What follows belongs to an exercise in optimizing a design on an open flow for small area, a short achievable clock period and few clock cycles per item; a production flow would make more cautious choices. In this exercise RTL edits were held to simulation tests only and were not proved equivalent to the original. Power and IR drop assume default switching activity.

## run.sh

```bash
#!/bin/bash
# synth_recipe.tcl (not shown) runs the flow's synth.tcl, then flattens the netlist and writes it again
# the make line also repeats each setting of config.mk as NAME=value (left out here)
make -C /OpenROAD-flow-scripts/flow DESIGN_CONFIG=/design/flow/config.mk WORK_HOME=/design/flow/orfs CLKGATE_MAP_FILE= SYNTH_SCRIPT=/design/flow/synth_recipe.tcl finish
```

## config.mk

```make
export PLATFORM = sky130hd
export DESIGN_NAME = fmw_level
export DESIGN_NICKNAME = fmw_level
export VERILOG_FILES = /design/flow/design.v
export SDC_FILE = /design/flow/constraint.sdc
export NUM_CORES = 8
export LEC_CHECK = 0
export CAP_MARGIN = 20
export CORE_MARGIN = 2
export CORE_UTILIZATION = 25
export PLACE_DENSITY = 0.4
export SLEW_MARGIN = 20
```

## constraint.sdc

```tcl
create_clock -name core_clock -period 28.0 [get_ports {clk}]
set_input_delay 5.6000 -clock core_clock [delete_from_list [all_inputs] [get_ports {clk}]]
set_output_delay 5.6000 -clock core_clock [all_outputs]
set_load 0.01 [all_outputs]
```

## design.v

```verilog
module fmw_level (
    input  wire        clk,
    input  wire        rst,               
    input  wire        in_valid,
    output wire        in_ready,
    input  wire [15:0] in_sample,         
    input  wire        in_last,           
    output wire        out_valid,
    input  wire        out_ready,
    output wire [63:0] out_raw,           
    output wire [63:0] out_smoothed,      
    output wire [31:0] out_raw_f32,       
    output wire [31:0] out_smoothed_f32,  
    output wire [7:0]  out_peak           
);
    function [16:0] dstep(input [15:0] r, input x, input [15:0] b);
        reg [17:0] d;
        begin
            d = {1'b0, r, x} - {2'b0, b};
            dstep = d[17] ? {1'b0, r[14:0], x} : {1'b1, d[15:0]};
        end
    endfunction
    function [3:0] d5(input [2:0] r, input x);    
        reg [3:0] t;
        begin
            t = {r, x};
            d5 = (t >= 4'd5) ? {1'b1, t[2:0] - 3'd5} : {1'b0, t[2:0]};
        end
    endfunction
    function [30:0] f32n(input [10:0] e, input [51:0] m);
        reg rnd;
        begin
            rnd  = m[28] & (m[29] | (m[27:0] != 28'd0));
            f32n = {e[10], e[6:0], m[51:29]} + {30'd0, rnd};
        end
    endfunction
    reg rst_q;
    always @(posedge clk) rst_q <= rst;
    reg        in_ready_r;
    reg [15:0] xq;
    reg        lq;
    reg        vq;
    assign in_ready = in_ready_r;
    wire stall;                           
    wire take_in  = in_valid & in_ready_r & ~rst;
    wire hold_in  = vq & stall;
    wire vq_next  = take_in | hold_in;
    always @(posedge clk) begin
        if (!hold_in) begin
            xq <= in_sample;
            lq <= in_last;
        end
        vq <= ~rst & vq_next;
    end
    reg [30:0] sabs;
    reg [15:0] nsamp;
    reg [15:0] mxa;                       
    reg        mxs;
    reg        acc_full;                  
    wire proc_ready;
    wire handoff = acc_full & proc_ready;
    assign stall = acc_full & ~proc_ready;
    wire        sg      = xq[15];
    wire [15:0] xa      = xq ^ {16{sg}};
    wire        consume = vq & ~stall;
    wire [30:0] sabs_b = handoff ? 31'd0 : sabs;
    wire [15:0] n_b    = handoff ? 16'd0 : nsamp;
    wire [15:0] mxa_b  = handoff ? 16'd0 : mxa;
    wire        mxs_b  = handoff ? 1'b0  : mxs;
    wire        newmax = {xa, sg} > {mxa_b, mxs_b};
    wire acc_full_next = stall ? acc_full : (consume & lq);
    always @(posedge clk) begin
        if (rst_q) begin
            sabs     <= 31'd0;
            nsamp    <= 16'd0;
            mxa      <= 16'd0;
            mxs      <= 1'b0;
            acc_full <= 1'b0;
        end else begin
            acc_full <= acc_full_next;
            if (!stall) begin
                if (consume) begin
                    sabs  <= sabs_b + {15'd0, xa} + {30'd0, sg};
                    nsamp <= n_b + 16'd1;
                    if (newmax) begin
                        mxa <= xa;
                        mxs <= sg;
                    end else begin
                        mxa <= mxa_b;
                        mxs <= mxs_b;
                    end
                end else begin
                    sabs  <= sabs_b;
                    nsamp <= n_b;
                    mxa   <= mxa_b;
                    mxs   <= mxs_b;
                end
            end
        end
    end
    always @(posedge clk) begin
        if (rst) in_ready_r <= 1'b0;
        else     in_ready_r <= ~(acc_full_next & vq_next);
    end
    wire [23:0] pk_v = {mxa, 8'd0} - {8'd0, mxa} + (mxs ? 24'd16638 : 24'd16383);
    wire [23:0] pk_w = pk_v + {15'd0, pk_v[23:15]} + 24'd1;
    wire [7:0]  peak = pk_w[22:15];
    localparam [3:0] S_IDLE  = 4'd0,
                     S_RUN   = 4'd1,
                     S_ALIGN = 4'd2,
                     S_ADD1  = 4'd3,
                     S_ADD1B = 4'd4,
                     S_NORM1 = 4'd5,
                     S_RND   = 4'd6,
                     S_NORM2 = 4'd7,
                     S_SUBF  = 4'd8,
                     S_FIN   = 4'd9,
                     S_F32   = 4'd10,
                     S_OUT   = 4'd11;
    reg [3:0]  pst;
    reg        ovalid;
    assign out_valid  = ovalid;
    assign proc_ready = (pst == S_IDLE);
    reg [62:0] rraw;                      
    reg [62:0] rsm;                       
    reg [30:0] rrf;                       
    reg [30:0] rsf;                       
    reg [7:0]  rpk;
    assign out_raw          = {1'b0, rraw};
    assign out_smoothed     = {1'b0, rsm};
    assign out_raw_f32      = {1'b0, rrf};
    assign out_smoothed_f32 = {1'b0, rsf};
    assign out_peak         = rpk;
    wire [52:0] fq = {rrf[21:0], rsf};
    reg [15:0] rem;
    reg [15:0] dv;
    reg [15:0] bq;
    reg [1:0]  dph;                       
    reg [4:0]  lcnt;                      
    reg [4:0]  fc;                        
    reg        raw_zero;
    wire [16:0] st1 = dstep(rem, dv[15], bq);
    wire [16:0] st2 = dstep(st1[15:0], dv[14], bq);
    wire        q1  = st1[16] & ~raw_zero;
    wire        q2  = st2[16] & ~raw_zero;
    wire [10:0] e_raw = 11'd1038 - {6'd0, lcnt};
    reg [10:0] e1s;                       
    reg        p1_b;                      
    reg        p1_m51;
    reg        p1_nz;                     
    reg        p1zero;
    reg [2:0]  r1;
    reg [4:0]  c1;
    reg        p1run;
    reg        corr1;
    reg [10:0] e1;                        
    reg        p2_a;                      
    reg        p2_odd;                    
    reg [1:0]  pl;                        
    reg [2:0]  r2;
    reg [4:0]  j2;
    reg        p2run;
    reg        p2done;
    reg [5:0]  kf;                        
    reg        corr2;
    reg [10:0] e2;
    reg signed [12:0] dd;                 
    reg        big1;                      
    reg        gset, gq, rnz, rones;
    reg [10:0] eres;
    reg [5:0]  acnt;                      
    reg        rg, rs;                    
    reg        cin2;                      
    reg [6:0]  sk;                        
    reg [5:0]  sshift;                    
    reg        sg32, ss32, sc32;
    reg [1:0] p1in;
    always @* begin
        if (!p1_b) begin
            if (c1 == 5'd0)       p1in = {1'b0, e1s != 11'd0};
            else if (c1 == 5'd27) p1in = {1'b1, (e1s != 11'd0) | (p1_m51 & p1_nz)};
            else                  p1in = rsm[53:52];
        end else begin
            if (c1 == 5'd0)       p1in = {1'b1, rsm[51]};
            else if (c1 == 5'd26) p1in = {rsm[52], 1'b1};
            else if (c1 == 5'd27) p1in = 2'b00;
            else                  p1in = rsm[52:51];
        end
    end
    wire [3:0] p1s1 = d5(r1, p1in[1]);
    wire [3:0] p1s2 = d5(p1s1[2:0], p1in[0]);
    function pbit(input [1:0] plen, input [1:0] k);       
        pbit = (k == plen - 2'd1);
    endfunction
    function tbit(input a, input [1:0] t);                 
        tbit = (t == 2'd0) | ((t == 2'd1) & a);
    endfunction
    reg [1:0] p2in;
    always @* begin
        p2in = 2'b00;
        if (j2 <= 5'd24) begin
            if (j2 == 5'd0)
                p2in = {(pl == 2'd1) ? 1'b1 : 1'b0,
                        (pl == 2'd1) ? rraw[3] : pbit(pl, 2'd1)};
            else if (j2 == 5'd1 && pl == 2'd3)
                p2in = {1'b1, rraw[5]};
            else
                p2in = (pl == 2'd1) ? rraw[4:3] : (pl == 2'd2) ? rraw[5:4] : rraw[6:5];
        end else if (j2 == 5'd25) begin
            p2in = (pl == 2'd1) ? rraw[2:1] : (pl == 2'd2) ? rraw[3:2] : rraw[4:3];
        end else if (j2 == 5'd26) begin
            case (pl)
                2'd1:    p2in = {rraw[0], 1'b1};
                2'd2:    p2in = rraw[1:0];
                default: p2in = rraw[2:1];
            endcase
        end else if (j2 == 5'd27) begin
            case (pl)
                2'd1:    p2in = {tbit(p2_a, 2'd1), tbit(p2_a, 2'd2)};
                2'd2:    p2in = {1'b1, tbit(p2_a, 2'd1)};
                default: p2in = {rraw[0], 1'b1};
            endcase
        end else begin
            case (pl)
                2'd2:    p2in = {tbit(p2_a, 2'd2), 1'b0};
                default: p2in = {tbit(p2_a, 2'd1), 1'b0};
            endcase
        end
        if (raw_zero) p2in = 2'b00;
    end
    wire [3:0] p2s1 = d5(r2, p2in[1]);
    wire [3:0] p2s2 = d5(p2s1[2:0], p2in[0]);
    wire [4:0] j2last = p2_odd ? 5'd28 : 5'd27;
    wire       a2_now   = rraw[1] | rraw[0];
    wire [10:0] e2_now  = e_raw - (a2_now ? 11'd2 : 11'd3);
    wire signed [12:0] d_now = $signed({2'b0, e1}) - $signed({2'b0, e2_now});
    wire       dpos_now = ~d_now[12];
    wire       odd_now  = dpos_now & d_now[0] & ~raw_zero;
    wire [12:0] kf_t    = 13'd28 - {d_now[12], d_now[12:1]};
    wire [5:0] kf_now   = raw_zero | ~dpos_now ? 6'd28 :
                          (d_now > 13'sd56) ? 6'd0 : kf_t[5:0];
    wire p2cut   = (kf == 6'd0);
    wire lastodd = p2_odd & (j2 == 5'd28);
    reg         add_f;                    
    reg         add_c;
    wire [53:0] add_y = rsm[53:0] + (add_f ? {1'b0, fq} : 54'd0) + {53'd0, add_c};
    wire rnd_now = rg & (rs | rsm[0]);
    wire [10:0] efin = eres - 11'd1 + {10'd0, rsm[52]};
    wire [30:0] rawf = raw_zero ? 31'd0 : f32n(rraw[62:52], rraw[51:0]);
    wire [30:0] smf  = (rsm[62:52] <= 11'd896) ? 31'd0 : f32n(rsm[62:52], rsm[51:0]);
    wire        tiny32 = (eres >= 11'd873) & (eres <= 11'd896);  
    always @(posedge clk) begin
        if (rst | rst_q)           ovalid <= 1'b0;
        else if (pst == S_F32)     ovalid <= 1'b1;
        else if (out_ready)        ovalid <= 1'b0;
    end
    always @(posedge clk) begin
        if (rst_q) begin
            pst    <= S_IDLE;
            rsm    <= 63'd0;
            p1run  <= 1'b0;
            p2run  <= 1'b0;
            dph    <= 2'd2;
        end else begin
            case (pst)
            S_IDLE: if (handoff) begin
                pst      <= S_RUN;
                rpk      <= peak;
                raw_zero <= (sabs == 31'd0);
                rem      <= {1'b0, sabs[30:16]};
                dv       <= sabs[15:0];
                bq       <= nsamp;
                dph      <= 2'd0;
                lcnt     <= 5'd0;
                fc       <= 5'd0;
                e1s      <= rsm[62:52];
                p1_m51   <= rsm[51];
                p1_b     <= (rsm[62:52] >= 11'd2) & ~rsm[51] & ~rsm[50];
                p1zero   <= (rsm[62:0] == 63'd0);
                p1_nz    <= 1'b0;
                r1       <= 3'd0;
                c1       <= 5'd0;
                p1run    <= 1'b1;
                if ((rsm[62:52] >= 11'd2) & ~rsm[51] & ~rsm[50])
                    e1 <= rsm[62:52] - 11'd1;
                else if (rsm[62:52] == 11'd0)
                    e1 <= 11'd1;
                else
                    e1 <= rsm[62:52];
                p2run    <= 1'b0;
                p2done   <= 1'b0;
                {rrf[21:0], rsf} <= 53'd0;
                gset     <= 1'b0;
                gq       <= 1'b0;
                rnz      <= 1'b0;
                rones    <= 1'b1;
            end
            S_RUN: begin
                if (dph == 2'd0) begin
                    if (raw_zero) begin
                        dph <= 2'd1;
                    end else if (st1[16]) begin
                        rem  <= st1[15:0];
                        dv   <= {dv[14:0], 1'b0};
                        dph  <= 2'd1;
                    end else if (st2[16]) begin
                        rem  <= st2[15:0];
                        dv   <= {dv[13:0], 2'b00};
                        lcnt <= lcnt + 5'd1;
                        dph  <= 2'd1;
                    end else begin
                        rem  <= st2[15:0];
                        dv   <= {dv[13:0], 2'b00};
                        lcnt <= lcnt + 5'd2;
                    end
                end else if (dph == 2'd1) begin
                    fc <= fc + 5'd1;
                    begin
                        rem <= st2[15:0];
                        dv  <= (fc == 5'd17) ? {1'b0, bq[15:1]} : {dv[13:0], 2'b00};
                        rraw[51:0] <= {rraw[49:0], q1, q2};
                        if (fc == 5'd25) begin
                            rraw[62:52] <= raw_zero ? 11'd0 : e_raw;
                            dph <= 2'd2;
                        end
                    end
                    if (fc == 5'd1) begin
                        p2run  <= 1'b1;
                        p2_a   <= a2_now & ~raw_zero;
                        p2_odd <= odd_now;
                        pl     <= (a2_now & ~raw_zero) ? (odd_now ? 2'd3 : 2'd2)
                                                       : (odd_now ? 2'd2 : 2'd1);
                        r2     <= 3'd0;
                        j2     <= 5'd0;
                        kf     <= kf_now;
                        e2     <= e2_now;
                        dd     <= d_now;
                        big1   <= raw_zero | (~p1zero & dpos_now);
                    end
                end
                if (p1run) begin
                    rsm[62:0] <= {rsm[60:0], p1s1[3], p1s2[3]};
                    r1 <= p1s2[2:0];
                    c1 <= c1 + 5'd1;
                    if (c1 >= 5'd1 && c1 <= 5'd26)
                        p1_nz <= p1_nz | (p1_b ? (p1in[1] | p1in[0])
                                               : ((c1 != 5'd1 ? p1in[1] : 1'b0) | p1in[0]));
                    if (c1 == 5'd27) begin
                        p1run <= 1'b0;
                        corr1 <= (e1s != 11'd0) & p1_m51 & (p1s2[2:0] == 3'd4);
                    end
                end
                if (p2run) begin
                    j2 <= j2 + 5'd1;
                    r2 <= p2s2[2:0];
                    if (kf != 6'd0) begin
                        {rrf[21:0], rsf} <= {fq[50:0], p2s1[3], p2s2[3]};
                        kf <= kf - 6'd1;
                    end else begin
                        if (!gset) begin
                            gset <= 1'b1;
                            gq   <= p2s1[3];
                            if (!lastodd) begin
                                rnz   <= rnz | p2s2[3];
                                rones <= rones & p2s2[3];
                            end
                        end else begin
                            rnz   <= rnz | p2s1[3] | (p2s2[3] & ~lastodd);
                            rones <= rones & p2s1[3] & (p2s2[3] | lastodd);
                        end
                    end
                    if (j2 == j2last) begin
                        p2run <= 1'b0;
                        p2done <= 1'b1;
                        corr2 <= p2_a & rraw[51] & ((lastodd ? p2s1[2:0] : p2s2[2:0]) == 3'd4);
                    end
                end
                if (!p1run && p2done) begin
                    eres <= big1 ? e1 : e2;
                    if (!big1 && !p1zero) begin
                        pst  <= S_ALIGN;
                        acnt <= (dd < -13'sd55) ? 6'd55 : -dd[5:0];
                    end else begin
                        pst <= S_ADD1;
                    end
                end
            end
            S_ALIGN: begin
                rsm[52:0] <= {1'b0, rsm[52:1]};
                if (gset) begin
                    rnz   <= rnz | gq;
                    rones <= rones & gq;
                end
                gset <= 1'b1;
                gq   <= rsm[0];
                acnt <= acnt - 6'd1;
                if (acnt == 6'd1) pst <= S_ADD1;
            end
            S_ADD1: begin
                begin : addsetup
                    reg cfull, ccut, cempty;
                    cfull  = big1 ? corr1 : corr2;
                    ccut   = big1 ? corr2 : corr1;
                    cempty = ~gset;
                    if (ccut) begin
                        if (cempty | (gq & rones)) begin
                            cin2 <= 1'b1; rg <= 1'b0; rs <= 1'b0;
                        end else begin
                            cin2 <= 1'b0; rg <= gq ^ rones; rs <= ~rones;
                        end
                    end else begin
                        cin2 <= 1'b0; rg <= gq & gset; rs <= rnz;
                    end
                    rsm[53:0] <= rsm[53:0] + {1'b0, fq} + {53'd0, cfull};
                end
                pst <= S_ADD1B;
            end
            S_ADD1B: begin
                if (cin2) rsm[53:0] <= rsm[53:0] + 54'd1;
                cin2 <= 1'b0;
                pst  <= S_NORM1;
            end
            S_NORM1: begin
                if (rsm[53]) begin
                    rsm[53:0] <= {1'b0, rsm[53:1]};
                    rs   <= rs | rg;
                    rg   <= rsm[0];
                    eres <= eres + 11'd1;
                end
                pst <= S_RND;
            end
            S_RND: begin
                rsm[53:0] <= rsm[53:0] + {53'd0, rnd_now};
                pst <= S_NORM2;
            end
            S_NORM2: begin
                if (rsm[53]) begin
                    rsm[53:0] <= {1'b0, rsm[53:1]};
                    eres <= eres + 11'd1;
                end
                sk     <= 6'd0;
                sshift <= 6'd0;
                sg32   <= 1'b0;
                ss32   <= 1'b0;
                sc32   <= 1'b0;
                pst    <= S_SUBF;
            end
            S_SUBF: begin
                if (sk == 7'd0 && (!tiny32 || rsm[52] == 1'b0)) begin
                    pst <= S_FIN;
                end else begin
                    begin : subf
                        reg [10:0] kw;
                        reg [6:0]  kk;      
                        reg        b, o;
                        kw = 11'd926 - eres;
                        kk = kw[6:0];
                        b  = (sk <= 7'd52) ? rsm[0] : 1'b0;
                        if (sk <= 7'd52) rsm[52:0] <= {rsm[0], rsm[52:1]};
                        sk <= sk + 7'd1;
                        if (sk + 7'd1 < kk) begin
                            ss32 <= ss32 | b;
                        end else if (sk + 7'd1 == kk) begin
                            sg32 <= b;
                        end else begin
                            if (sk == kk) begin
                                o = b ^ (sg32 & (ss32 | b));
                                sc32 <= b & sg32 & (ss32 | b);
                            end else if (sk <= 7'd53) begin
                                o = b ^ sc32;
                                sc32 <= b & sc32;
                            end else begin
                                o = 1'b0;
                            end
                            rsf <= {o, rsf[30:1]};
                            sshift <= sshift + 6'd1;
                            if (sshift == 6'd30) pst <= S_FIN;
                        end
                    end
                end
            end
            S_FIN: begin
                rsm[62:52] <= efin;
                pst <= S_F32;
            end
            S_F32: begin
                rrf[30:0] <= rawf;
                if (!(rsm[62:52] >= 11'd873 && rsm[62:52] <= 11'd896))
                    rsf <= smf;
                pst    <= S_OUT;
            end
            S_OUT: if (out_ready) begin
                pst    <= S_IDLE;
            end
            default: pst <= S_IDLE;
            endcase
        end
    end
endmodule
```

==> summary.txt <==
met3 wire len 7.773 mm; Critical path buffers and inverters 1; crit path launch rsm[30]$_SDFFE_PP0P_; CTS root buf clkbuf_16; CP peak stage delay 0.81 ns; P per Cell Area 65.92 mW/mm2; Crit path required time 22.40 ns; Initial Utilization 0.2522; I/O pin count 223; Die W 376.7 um; Placer Congestion 0.9035; CTS H-Tree Depth 2; Netlist cell types 95; CTS Buf Count 61; clock skew 0.05241 ns; most numerous cell in the Yosys netlist nor2_1; WHS Path Cells 0; CP Cell Sequence clkdlybuf4s50_1; Rel. slew slack 0.2342; Clk pin slew, worst setup/hold paths 0.06 ns; PostCTS Resize Cnt 0; leakage power total 0.01442 uW; CTS hold repair buffers 0; leading area contributor after synthesis edfxtp_1; yosys synthesis warning count 1; # port buffers 218; number of global-route vias before repair 30923; detailed placement HPWL 105.7 mm; Max-cap violations 0; Final min period 7.869 ns; crit path kind register to output pin; area share of the largest cell type after synthesis 0.2828; Worst VDD drop 0.00005433 V; Worst setup SP type register; Synth area leaders edfxtp_1 (28%), dfxtp_1 (8.1%), ha_1 (7.9%); CTS tree done; dominant synthesized flop cell edfxtp_1; clk sinks 467; Vias/cell 5.321; setup bufs post-CTS 0; worst-margin pin slew 1.138 ns; area of the mapped netlist 0.03472 mm2; Total Routing Usage GR 0.1941; register area 0.01263 mm2; Final setup viols 0; via count 31758; nets 4373; RSZ-0062 raised after global routing false; cells after synthesis 4010; Worst Path Arrival 2.27 ns; worst-path maximum fanout 14; DRC errors left 0; Mapped Avg Cell Area 8.658 um2; met1 wire length 65.44 mm; largest net degree at the start of global routing 61; Post-synth top cells nor2_1 (399), nand2_1 (365), edfxtp_1 (327), a21oi_1 (240), o21ai_0 (226); share of cells above drive strength 1 0.05922; final WL 142.2 mm; Longest Clk Path Bufs 3; depth of the most critical reg-to-reg path 21; DR top layer met5; Stages on worst setup path 1; area grow syn2layout 17.62%; slowest stage cell on the critical path clkdlybuf4s50_1; CORE AREA 0.1377 mm2; row cnt 136; antenna-violating nets left 0; Inst Count DP 5849; CP top delay family buffers and inverters; FFs w/ async S/R, synth 0; Fin Setup TNS 0 ns; drt pass-1 iters 6; Final period util 0.2810; metal2 WL 65.06 mm; die area 0.1419 mm2; outcome timing/DRC/antenna clean; Non-Filler Instances 5968; Multi-input gate area 0.02060 mm2; fin. max-slew vios 0; Critical Path Sink Type output pin; HP Class register to register; fmax 127.1 MHz; total grt overflow 0; FILL cells 14612; #FFs+latches synth 467; sequential area share after synthesis 0.3635; Worst Hold Launch nsamp[0]$_SDFFE_PP0N_; Post-synth EDFFs 327; WL per Instance 23.83 um; initial antenna violation count 8; first-pass GRT wire length 208.9 mm; reg2reg start bq[1]$_DFFE_PP_; final hold vios 0; Clock Latency Late Sink 0.71 ns; initial DRC count 2570; Die H 376.7 um
## placed cells by master, fill, tap and decap left out, types with 29 or more instances in the layout
| cell type | count |
|---|---|
| edfxtp_1 | 327 |
| clkbuf_16 | 63 |
| o31ai_1 | 35 |
| a221oi_1 | 29 |
| ha_1 | 220 |
| nor4_1 | 59 |
| xnor2_1 | 162 |
| nor2_1 | 392 |
| a22oi_1 | 64 |
| a21o_1 | 58 |
| buf_4 | 61 |
| o22ai_1 | 50 |
| a31oi_1 | 38 |
| o21a_1 | 33 |
| and3_1 | 48 |
| nand4_1 | 76 |
| mux2i_1 | 42 |
| o211ai_1 | 34 |
| dfxtp_1 | 139 |
| nor3_1 | 125 |
| inv_1 | 177 |
| a21oi_1 | 239 |
| and2_1 | 40 |
| nand2b_1 | 50 |
| xor2_1 | 136 |
| o21ai_0 | 225 |
| nand3_1 | 148 |
| nand2_1 | 364 |
| a211oi_1 | 44 |
| clkdlybuf4s50_1 | 218 |
| nor2b_1 | 35 |
## state kept, by name, summed over array words and instances (netlist names), 11 cells and up
name   flops
sabs      31
xq        16
rsm       63
eres      11
dv        16
rrf       31
e1s       11
dd        12
e2        11
rem       16
e1        11
rraw      62
nsamp     16
bq        16
rsf       31
mxa       16
## stage by stage
step | instance area (um2) | power [uW] | hold WS [ns] | utilization | setup slack (ns)
final | 40840 | 2692 | 0.4648 | 0.2966 | 20.13
after global routing | 40830 | 2838 | 0.4817 | 0.2966 | 20.08
after CTS | 40820 | 2709 | 0.4564 | 0.2965 | 20.11
after detailed placement | 38810 | 1882 | 0.4403 | 0.2819 | 20.75
after global placement | 38780 | 1883 | 0.4291 | 0.2817 | 20.70
after floorplan | 34730 | 1523 | 0.4081 | - | 21.62
## area by class of cell
type | instances | area share
timing repair buffer | 280 | 0.06514
tap | 1794 | 0.05497
multi-input combinational | 3127 | 0.5045
antenna | 3 | 0.0001838
clock inverter | 36 | 0.007261
sequential | 467 | 0.3092
clock buffer | 80 | 0.04213
inverter | 181 | 0.01667
## worst paths after layout
kind,slack [ns],endpoint
worst max-delay path,20.13,out_smoothed[30]
worst min-delay path,0.46,bq[0]$_DFFE_PP_
worst max register to register,21.41,rem[2]$_DFFE_PP_
worst min register to register,0.46,bq[0]$_DFFE_PP_
## power breakdown
part           total [uW]  leakage, uW  internal, uW  switching (uW)
registers             927      0.00411           812             115
logic                 953      0.00934           352             601
clock network         812     0.000964           460             352
## metal layers
metal  global-route usage  vias to the layer above
li1                     -                    15112
met1               0.2649                    15613
met2               0.3147                      850
met3              0.03268                      181
met4              0.05283                        2
met5                    0                        -
## kinds of logic after synthesis
group,count (synthesis),synth area share
XOR/XNOR,298,0.07517
adder cells (fa/ha/maj),234,0.08735
flip-flops,467,0.3635
other,1,0.0001080
buffers and inverters,419,0.04696
multiplexers,63,0.01903
AND/OR/NAND/NOR,1449,0.2002
AO/OA/AOI/OAI,1079,0.2076
Testbench counts, summed over its fixed seeds: cycles 123,842, blocks 2,000.

## static timing again, ports no longer ideal
The results above use ideal ports. As a check the final layout listed here was re-extracted and re-timed, cells and wires unchanged.
Step 1 assumes that a clkbuf_16 drives the clock port and a buf_2 every other input.
Step 2 times the ports against the registers' clock, not the clock port: input delays grow and output delays shrink by t, the midpoint of the rising clock arrivals with the driver on.
a / b / c = ideal ports / drivers / drivers and shift; a / b = the first two.
t, ns: 0.766
setup slack, ns: 20.131 / 20.054 / 20.722
worst hold slack (ns): 0.465 / 0.465 / 0.465
After both steps setup and hold are still met in this run. For this run, drivers alone change the setup slack by -0.077 ns; drivers and shift together by +0.591 ns.
